What follows belongs to an exercise in optimizing a design on an open flow for small area; a production flow would make more cautious choices.
The RTL was checked by simulation tests, not by an equivalence proof against the original design.
Power figures rest on the tool's default switching activity, not on a simulated workload.

## ipc_doorbell
module ipc_doorbell (
    input             clk,
    input             rst,
    input             op_valid,
    input      [31:0] op_td,
    input      [63:0] op_wdata,
    output reg        rd_valid,
    output     [63:0] rd_data,
    output reg        diag_width,
    output reg        diag_range,
    output            host_irq,
    output            dsp_irq_ipc,
    output     [3:0]  dsp_irq_lvl,
    output     [3:0]  h2d_count,
    output     [3:0]  d2h_count,
    output reg        h2d_open,
    output reg        d2h_open
);
    wire [3:0]  port = op_td[31:28];
    wire [3:0]  opc  = op_td[27:24];
    wire [3:0]  f_a  = op_td[23:20];    
    wire [3:0]  f_b  = op_td[19:16];    
    wire [15:0] off  = op_td[15:0];
    wire        is_mmio  = op_valid && (port == 4'd0 || port == 4'd1) &&
                           (opc == 4'd0 || opc == 4'd1);
    wire        side     = port[0];
    wire        blk1     = (f_b == 4'd1);
    wire        has_view = (f_b == 4'd0) || (blk1 && side);
    wire        w4       = (f_a == 4'd4);
    wire        w8       = (f_a == 4'd8);
    wire [3:0]  wi       = off[5:2];
    wire        hi_zero  = (off[15:6] == 10'd0);    
    wire bad_w  = !(w4 || w8) || (off[1:0] != 2'd0) ||
                  (w8 && has_view && hi_zero && (blk1 || wi <= 4'd9));
    wire bad_r  = !has_view || !hi_zero || (w8 && (wi == 4'd15));
    wire acc_ok = is_mmio && !bad_w && !bad_r;
    wire rd_ok  = acc_ok && (opc == 4'd0);
    wire wr_ok  = acc_ok && (opc == 4'd1);
    wire wr0    = wr_ok && !blk1;           
    wire wr1    = wr_ok && blk1;            
    wire [31:0] lo = op_wdata[31:0];
    wire [31:0] hi = op_wdata[63:32];
    wire is_chan   = op_valid && (port == 4'd3);
    wire ch_dsp    = (f_a == 4'd0);    
    wire ch_host   = (f_a == 4'd1);    
    wire deliver   = is_chan && (opc == 4'd0);
    wire close_op  = is_chan && (opc == 4'd1);
    wire open_op   = is_chan && (opc == 4'd2);
    wire is_rst_op = op_valid && (port == 4'd4) && (opc == 4'd0);
    wire rst_h0    = is_rst_op && (f_a == 4'd0) && (f_b == 4'd0);
    wire rst_d0    = is_rst_op && (f_a == 4'd1) && (f_b == 4'd0);
    wire rst_d1    = is_rst_op && (f_a == 4'd1) && (f_b == 4'd1);
    wire is_src    = op_valid && (port == 4'd2) && (opc == 4'd0 || opc == 4'd1);
    wire src_set   = (opc == 4'd0);
  ...
export LEC_CHECK = 0
export ABC_AREA = 1
export CAP_MARGIN = 20
export CORE_MARGIN = 2
export CORE_UTILIZATION = 55
export CTS_BUF_LIST = sky130_fd_sc_hd__clkbuf_16
export CTS_CLUSTER_DIAMETER = 80
export CTS_CLUSTER_SIZE = 26
export PLACE_DENSITY = 0.72
export SLEW_MARGIN = 20
create_clock -name core_clock -period 10.0 [get_ports {clk}]
standard.sh (not shown) runs the stock make flow with config.mk's settings and CLKGATE_MAP_FILE= SYNTH_SCRIPT=/design/flow/synth_recipe.tcl, a recipe that flattens the netlist after the stock synthesis.
==> flow/flow/run.sh <==
#!/bin/bash
# Own layout flow: the standard synthesis, then the combinational logic is
# mapped again with several area-oriented ABC scripts (registers untouched);
# the smallest mapping that a combinational equivalence check (every
# flip-flop cut into ports) proves equal to the standard netlist is laid out
# with the standard flow. Each tool's full output goes to a log file of
# its own in this folder.
set -euo pipefail
W=$(pwd)
F=$W/flow
Y=$FLOW_HOME/../tools/install/yosys/bin
LIB=$FLOW_HOME/platforms/sky130hd/lib/sky130_fd_sc_hd__tt_025C_1v80.lib
R=$W/orfs/results/sky130hd/ipc_doorbell/base

# 1. Standard synthesis (unchanged).
bash standard.sh synth > $W/synth_standard.log 2>&1
cp $R/1_2_yosys.v $W/synth_standard.v

# 2. Remap the combinational logic; flip-flop instances stay as they are.
python3 $F/libfunc.py $LIB $W/dont_use.txt $W/dont_use_layout.txt > $W/cells.v
PRE="strash;dc2;resub -K 8;refactor -z;rewrite -z;dc2"
declare -A SCR
SCR[a]="$PRE;dch -f;amap -m -F 5;topo"
SCR[b]="$PRE;dch -f;amap -m -F 5;topo;strash;dch -f;amap -m -F 5;topo"
SCR[c]="$PRE;resub -K 12;dc2;dch -f;amap -m -F 5;topo"
SCR[d]="$PRE;resub -K 12;dc2;resub -K 12 -N 2;dc2;dch -f;amap -m -F 5;topo"
SCR[e]="$PRE;resub -K 16;dc2;dch -f;amap -m -F 5;topo"
SCR[f]="strash;dc2;resub -K 6;rewrite -z;resub -K 8;refactor -z;resub -K 10;rewrite -z;resub -K 12;dc2;dch -f;amap -m -F 5;topo"
SCR[g]="$PRE;resub -K 12;dc2;dch -f;amap -m -F 10;topo"
SCR[h]="$PRE;resub -K 12;dc2;dch -f;amap -m -F 5 -A 5;topo"
for k in "${!SCR[@]}"; do
  echo "${SCR[$k]}" | tr ';' '\n' > $W/remap_$k.abc
  cat > $W/remap_$k.ys <<EOY
read_verilog $W/cells.v
read_verilog $W/synth_standard.v
hierarchy -top $FLOW_TOP
flatten
rename -hide w:*.*
read_liberty -lib -overwrite $LIB
techmap
opt -fast
setundef -zero
abc -D 10000 -liberty $LIB $(cat $W/dont_use.txt) -script $W/remap_$k.abc
opt_clean -purge
hilomap -singleton -hicell sky130_fd_sc_hd__conb_1 HI -locell sky130_fd_sc_hd__conb_1 LO
insbuf -buf sky130_fd_sc_hd__buf_4 A X
splitnets
opt_clean -purge
check -assert -mapped
tee -o $W/remap_$k.stat stat -liberty $LIB
write_verilog -noattr -nohex -nodec $W/synth_remap_$k.v
EOY
  ( $Y/yosys -s $W/remap_$k.ys > $W/remap_$k.log 2>&1 || rm -f $W/synth_remap_$k.v ) &
done
wait

# 3. Candidates by area; the first one proven equivalent is used.
python3 $F/cut.py $W/synth_standard.v $W/cec_gold.v
$Y/yosys -p "read_verilog $W/cells.v; read_verilog $W/cec_gold.v; hierarchy -top $FLOW_TOP; flatten; techmap; opt -fast; aigmap; write_aiger -zinit $W/cec_gold.aig" > $W/cec_gold.log 2>&1
: > $W/remap_areas.txt
for k in "${!SCR[@]}"; do
  if [[ -f $W/synth_remap_$k.v ]] && ! grep -q "lpflow\|probe" $W/synth_remap_$k.v; then
    echo "$(awk '/Chip area/ {print $NF}' $W/remap_$k.stat) $k" >> $W/remap_areas.txt
  fi
done
sort -g -o $W/remap_areas.txt $W/remap_areas.txt
echo "standard netlist kept" > $W/remap_used.txt
while read -r area k; do
  python3 $F/cut.py $W/synth_remap_$k.v $W/cec_$k.v
  $Y/yosys -p "read_verilog $W/cells.v; read_verilog $W/cec_$k.v; hierarchy -top $FLOW_TOP; flatten; techmap; opt -fast; aigmap; write_aiger -zinit $W/cec_$k.aig" > $W/cec_$k.log 2>&1 || continue
  $Y/yosys-abc -c "cec $W/cec_gold.aig $W/cec_$k.aig" > $W/cec_${k}_abc.log 2>&1 || true
  if grep -q "Networks are equivalent" $W/cec_${k}_abc.log; then
    cp $W/synth_remap_$k.v $R/1_2_yosys.v
    echo "remap $k ($area um2) used" > $W/remap_used.txt
    break
  fi
done < $W/remap_areas.txt

# 4. Layout: the standard flow from the netlist on.
bash standard.sh \
  "DONT_USE_CELLS=$(cat $W/dont_use_layout.txt)" \
  "BUFFER_PORTS_ARGS=-buffer_cell sky130_fd_sc_hd__buf_1" \
  "CTS_ARGS=-sink_clustering_enable -repair_clock_nets -sink_clustering_size 26 -sink_clustering_max_diameter 80 -buf_list sky130_fd_sc_hd__clkbuf_16 -dont_use_dummy_load" \
  finish > $W/layout.log 2>&1
==> flow/flow/libfunc.py <==
#!/usr/bin/env python3
"""Write Verilog models of a liberty's combinational cells (functions as assigns) and
blackbox stubs of every other cell; with DONTUSE, also write there the yosys abc -dont_use
arguments for the low-power and probe cells, which the platform marks don't-use; with
SIZED, also write there those cells and the logic cells of drive 2 and up (not buffers
or inverters), a don't-use list that leaves the layout's repair buffers to fix slew and
load instead of upsized logic cells.
Usage: libfunc.py LIB [DONTUSE [SIZED]] > cells.v"""
import re, sys
t = open(sys.argv[1]).read()

def cells(text):
    i = 0
    for m in re.finditer(r'\n\s*cell\s*\(\s*"?([\w]+)"?\s*\)\s*\{', text):
        start = m.end()
        depth = 1; j = start
        while depth:
            c = text[j]
            if c == '{': depth += 1
            elif c == '}': depth -= 1
            j += 1
        yield m.group(1), text[start:j-1]

def pins(body):
    out = []
    for m in re.finditer(r'\bpin\s*\(\s*"?(\w+)"?\s*\)\s*\{', body):
        start = m.end(); depth = 1; j = start
        while depth:
            c = body[j]
            if c == '{': depth += 1
            elif c == '}': depth -= 1
            j += 1
        pb = body[start:j-1]
        d = re.search(r'direction\s*:\s*"?(\w+)"?', pb)
        f = re.search(r'\bfunction\s*:\s*"([^"]*)"', pb)
        out.append((m.group(1), d.group(1) if d else None, f.group(1) if f else None))
    return out

def conv(f):
    f = f.strip()
    # postfix ' -> prefix !
    while "'" in f:
        f = re.sub(r"(\w+|\([^()]*\))'", r"(!\1)", f, count=1)
    f = f.replace('*', '&').replace('+', '|')
    # implicit AND (space between operands)
    f = re.sub(r'(\w|\))\s+(?=[\w!(])', r'\1 & ', f)
    return f

dont = []
for name, body in cells(t):
    if 'lpflow' in name or 'probe' in name: dont.append(name)
    ps = []
    for p in pins(body):
        if p[0] not in [q[0] for q in ps]: ps.append(p)
    ins = [p for p in ps if p[1] == 'input']
    outs = [p for p in ps if p[1] == 'output']
    seq = re.search(r'\b(ff|latch|statetable)\s*\(', body) is not None or 'three_state' in body or 'test_cell' in body
    comb = outs and not seq and all(o[2] for o in outs)
    ports = [p[0] for p in ins] + [p[0] for p in outs]
    print(f"(* blackbox *)" if not comb else "", end="")
    print(f"module {name}({', '.join(ports)});")
    for p in ins: print(f"  input {p[0]};")
    for p in outs: print(f"  output {p[0]};")
    for p in ps:
        if p[1] == 'inout': pass
    if comb:
        for o in outs: print(f"  assign {o[0]} = {conv(o[2])};")
    print("endmodule")

if len(sys.argv) > 2:
    open(sys.argv[2], 'w').write(' '.join('-dont_use ' + n for n in dont) + '\n')

if len(sys.argv) > 3:
    keep = ('buf_', 'clkbuf', 'inv_', 'clkinv', 'bufinv', 'dly', 'clkdly', 'df', 'edf', 'sdf',
            'dl', 'sedf', 'conb', 'fill', 'tap', 'decap', 'diode', 'lpflow', 'probe')
    sized = []
    for name, body in cells(t):
        b = name[len('sky130_fd_sc_hd__'):]
        m = re.match(r'(.*)_(\d+)$', b)
        if m and m.group(2) not in ('0', '1') and not b.startswith(keep):
            sized.append(name)
    open(sys.argv[3], 'w').write(' '.join(dont + sized) + '\n')
Other scripts of this flow, unchanged in this note and not shown: flow/flow/cut.py
Change:
--- a/flow/flow/run.sh
+++ b/flow/flow/run.sh
@@ -18,5 +18,5 @@
 
 # 2. Remap the combinational logic; flip-flop instances stay as they are.
-python3 $F/libfunc.py $LIB $W/dont_use.txt $W/dont_use_layout.txt > $W/cells.v
+python3 $F/libfunc.py $LIB $W/dont_use.txt > $W/cells.v
 PRE="strash;dc2;resub -K 8;refactor -z;rewrite -z;dc2"
 declare -A SCR
@@ -79,6 +79,5 @@
 # 4. Layout: the standard flow from the netlist on.
 bash standard.sh \
-  "DONT_USE_CELLS=$(cat $W/dont_use_layout.txt)" \
   "BUFFER_PORTS_ARGS=-buffer_cell sky130_fd_sc_hd__buf_1" \
-  "CTS_ARGS=-sink_clustering_enable -repair_clock_nets -sink_clustering_size 26 -sink_clustering_max_diameter 80 -buf_list sky130_fd_sc_hd__clkbuf_16 -dont_use_dummy_load" \
+  "CTS_ARGS=-sink_clustering_enable -repair_clock_nets -sink_clustering_size 28 -sink_clustering_max_diameter 90 -buf_list sky130_fd_sc_hd__clkbuf_16 -dont_use_dummy_load" \
   finish > $W/layout.log 2>&1
--- a/flow/flow/libfunc.py
+++ b/flow/flow/libfunc.py
@@ -2,9 +2,6 @@
 """Write Verilog models of a liberty's combinational cells (functions as assigns) and
 blackbox stubs of every other cell; with DONTUSE, also write there the yosys abc -dont_use
-arguments for the low-power and probe cells, which the platform marks don't-use; with
-SIZED, also write there those cells and the logic cells of drive 2 and up (not buffers
-or inverters), a don't-use list that leaves the layout's repair buffers to fix slew and
-load instead of upsized logic cells.
-Usage: libfunc.py LIB [DONTUSE [SIZED]] > cells.v"""
+arguments for the low-power and probe cells, which the platform marks don't-use.
+Usage: libfunc.py LIB [DONTUSE] > cells.v"""
 import re, sys
 t = open(sys.argv[1]).read()
@@ -70,13 +67,2 @@
 if len(sys.argv) > 2:
     open(sys.argv[2], 'w').write(' '.join('-dont_use ' + n for n in dont) + '\n')
-
-if len(sys.argv) > 3:
-    keep = ('buf_', 'clkbuf', 'inv_', 'clkinv', 'bufinv', 'dly', 'clkdly', 'df', 'edf', 'sdf',
-            'dl', 'sedf', 'conb', 'fill', 'tap', 'decap', 'diode', 'lpflow', 'probe')
-    sized = []
-    for name, body in cells(t):
-        b = name[len('sky130_fd_sc_hd__'):]
-        m = re.match(r'(.*)_(\d+)$', b)
-        if m and m.group(2) not in ('0', '1') and not b.startswith(keep):
-            sized.append(name)
-    open(sys.argv[3], 'w').write(' '.join(dont + sized) + '\n')
- CORE_UTILIZATION: 55 -> 50
- CTS_CLUSTER_DIAMETER: 80 -> 90
- CTS_CLUSTER_SIZE: 26 -> 28
- PLACE_DENSITY: 0.72 -> 0.6
Effect: Global-route usage drops by 0.84 points. Power stays flat. Clock skew rose by 0.0085 ns. Die area grows by 9.9%. Cell count is higher by 1.9%.
Change:
--- a/flow/flow/run.sh
+++ b/flow/flow/run.sh
@@ -18,5 +18,5 @@
 
 # 2. Remap the combinational logic; flip-flop instances stay as they are.
-python3 $F/libfunc.py $LIB $W/dont_use.txt > $W/cells.v
+python3 $F/libfunc.py $LIB $W/dont_use.txt $W/dont_use_layout.txt > $W/cells.v
 PRE="strash;dc2;resub -K 8;refactor -z;rewrite -z;dc2"
 declare -A SCR
@@ -79,5 +79,6 @@
 # 4. Layout: the standard flow from the netlist on.
 bash standard.sh \
+  "DONT_USE_CELLS=$(cat $W/dont_use_layout.txt)" \
   "BUFFER_PORTS_ARGS=-buffer_cell sky130_fd_sc_hd__buf_1" \
-  "CTS_ARGS=-sink_clustering_enable -repair_clock_nets -sink_clustering_size 28 -sink_clustering_max_diameter 90 -buf_list sky130_fd_sc_hd__clkbuf_16 -dont_use_dummy_load" \
+  "CTS_ARGS=-sink_clustering_enable -repair_clock_nets -sink_clustering_size 26 -sink_clustering_max_diameter 80 -buf_list sky130_fd_sc_hd__clkbuf_16 -dont_use_dummy_load" \
   finish > $W/layout.log 2>&1
--- a/flow/flow/libfunc.py
+++ b/flow/flow/libfunc.py
@@ -2,6 +2,9 @@
 """Write Verilog models of a liberty's combinational cells (functions as assigns) and
 blackbox stubs of every other cell; with DONTUSE, also write there the yosys abc -dont_use
-arguments for the low-power and probe cells, which the platform marks don't-use.
-Usage: libfunc.py LIB [DONTUSE] > cells.v"""
+arguments for the low-power and probe cells, which the platform marks don't-use; with
+SIZED, also write there those cells and the logic cells of drive 2 and up (not buffers
+or inverters), a don't-use list that leaves the layout's repair buffers to fix slew and
+load instead of upsized logic cells.
+Usage: libfunc.py LIB [DONTUSE [SIZED]] > cells.v"""
 import re, sys
 t = open(sys.argv[1]).read()
@@ -67,2 +70,13 @@
 if len(sys.argv) > 2:
     open(sys.argv[2], 'w').write(' '.join('-dont_use ' + n for n in dont) + '\n')
+
+if len(sys.argv) > 3:
+    keep = ('buf_', 'clkbuf', 'inv_', 'clkinv', 'bufinv', 'dly', 'clkdly', 'df', 'edf', 'sdf',
+            'dl', 'sedf', 'conb', 'fill', 'tap', 'decap', 'diode', 'lpflow', 'probe')
+    sized = []
+    for name, body in cells(t):
+        b = name[len('sky130_fd_sc_hd__'):]
+        m = re.match(r'(.*)_(\d+)$', b)
+        if m and m.group(2) not in ('0', '1') and not b.startswith(keep):
+            sized.append(name)
+    open(sys.argv[3], 'w').write(' '.join(dont + sized) + '\n')
- CORE_UTILIZATION: 50 -> 65
- CTS_CLUSTER_DIAMETER: 90 -> 80
- CTS_CLUSTER_SIZE: 28 -> 26
- PLACE_DENSITY: 0.6 -> 0.85
What happened:
- worst setup slack gains 0.074 ns
- via count went up by 4.4%
- routed wire length falls by 6.5%
- first-iteration DRC count grows by 30%
- final cell count is lower by 6.1%
- non-clock buffer count rose by 16
- die area fell by 23%
- global-route usage came out higher by 7.2 points
- sequential cell count stays the same
- sequential share of layout area grows by 2.0 points
- clock-buffer cell count is higher by 3

afterwards: timing with drivers on the ports:
In the flow no input, the clock included, has a driving cell. The finished layouts below were timed again as built, in two steps.
Step 1: set_driving_cell puts a clkbuf_16 on clk and a buf_2 on each other input, an assumption about the parent block.
Step 2 moves the port delays by t, midway between the first and last clock arrival at a register: inputs arrive t later, outputs are due t later. That takes back most of the time a late clock gives input paths.
Slacks: ideal ports / drivers / drivers and shift; pairs: ideal ports / drivers.
run | shift t [ns] | setup slack, ns | clock arrival spread, ns | worst data-port slew with drivers (ns)
the first run | 0.728 | 2.629 / 2.553 / 2.173 | 0.059 / 0.060 | 0.14
the second run | 0.724 | 2.605 / 2.647 / 1.923 | 0.072 / 0.073 | 0.12
the third run | 0.722 | 2.679 / 2.607 / 2.349 | 0.060 / 0.060 | 0.18
After both steps every run listed still meets setup and hold. The setup slack of the second run, which loses most, moves by +0.042 ns with the drivers and by -0.682 ns with both steps.
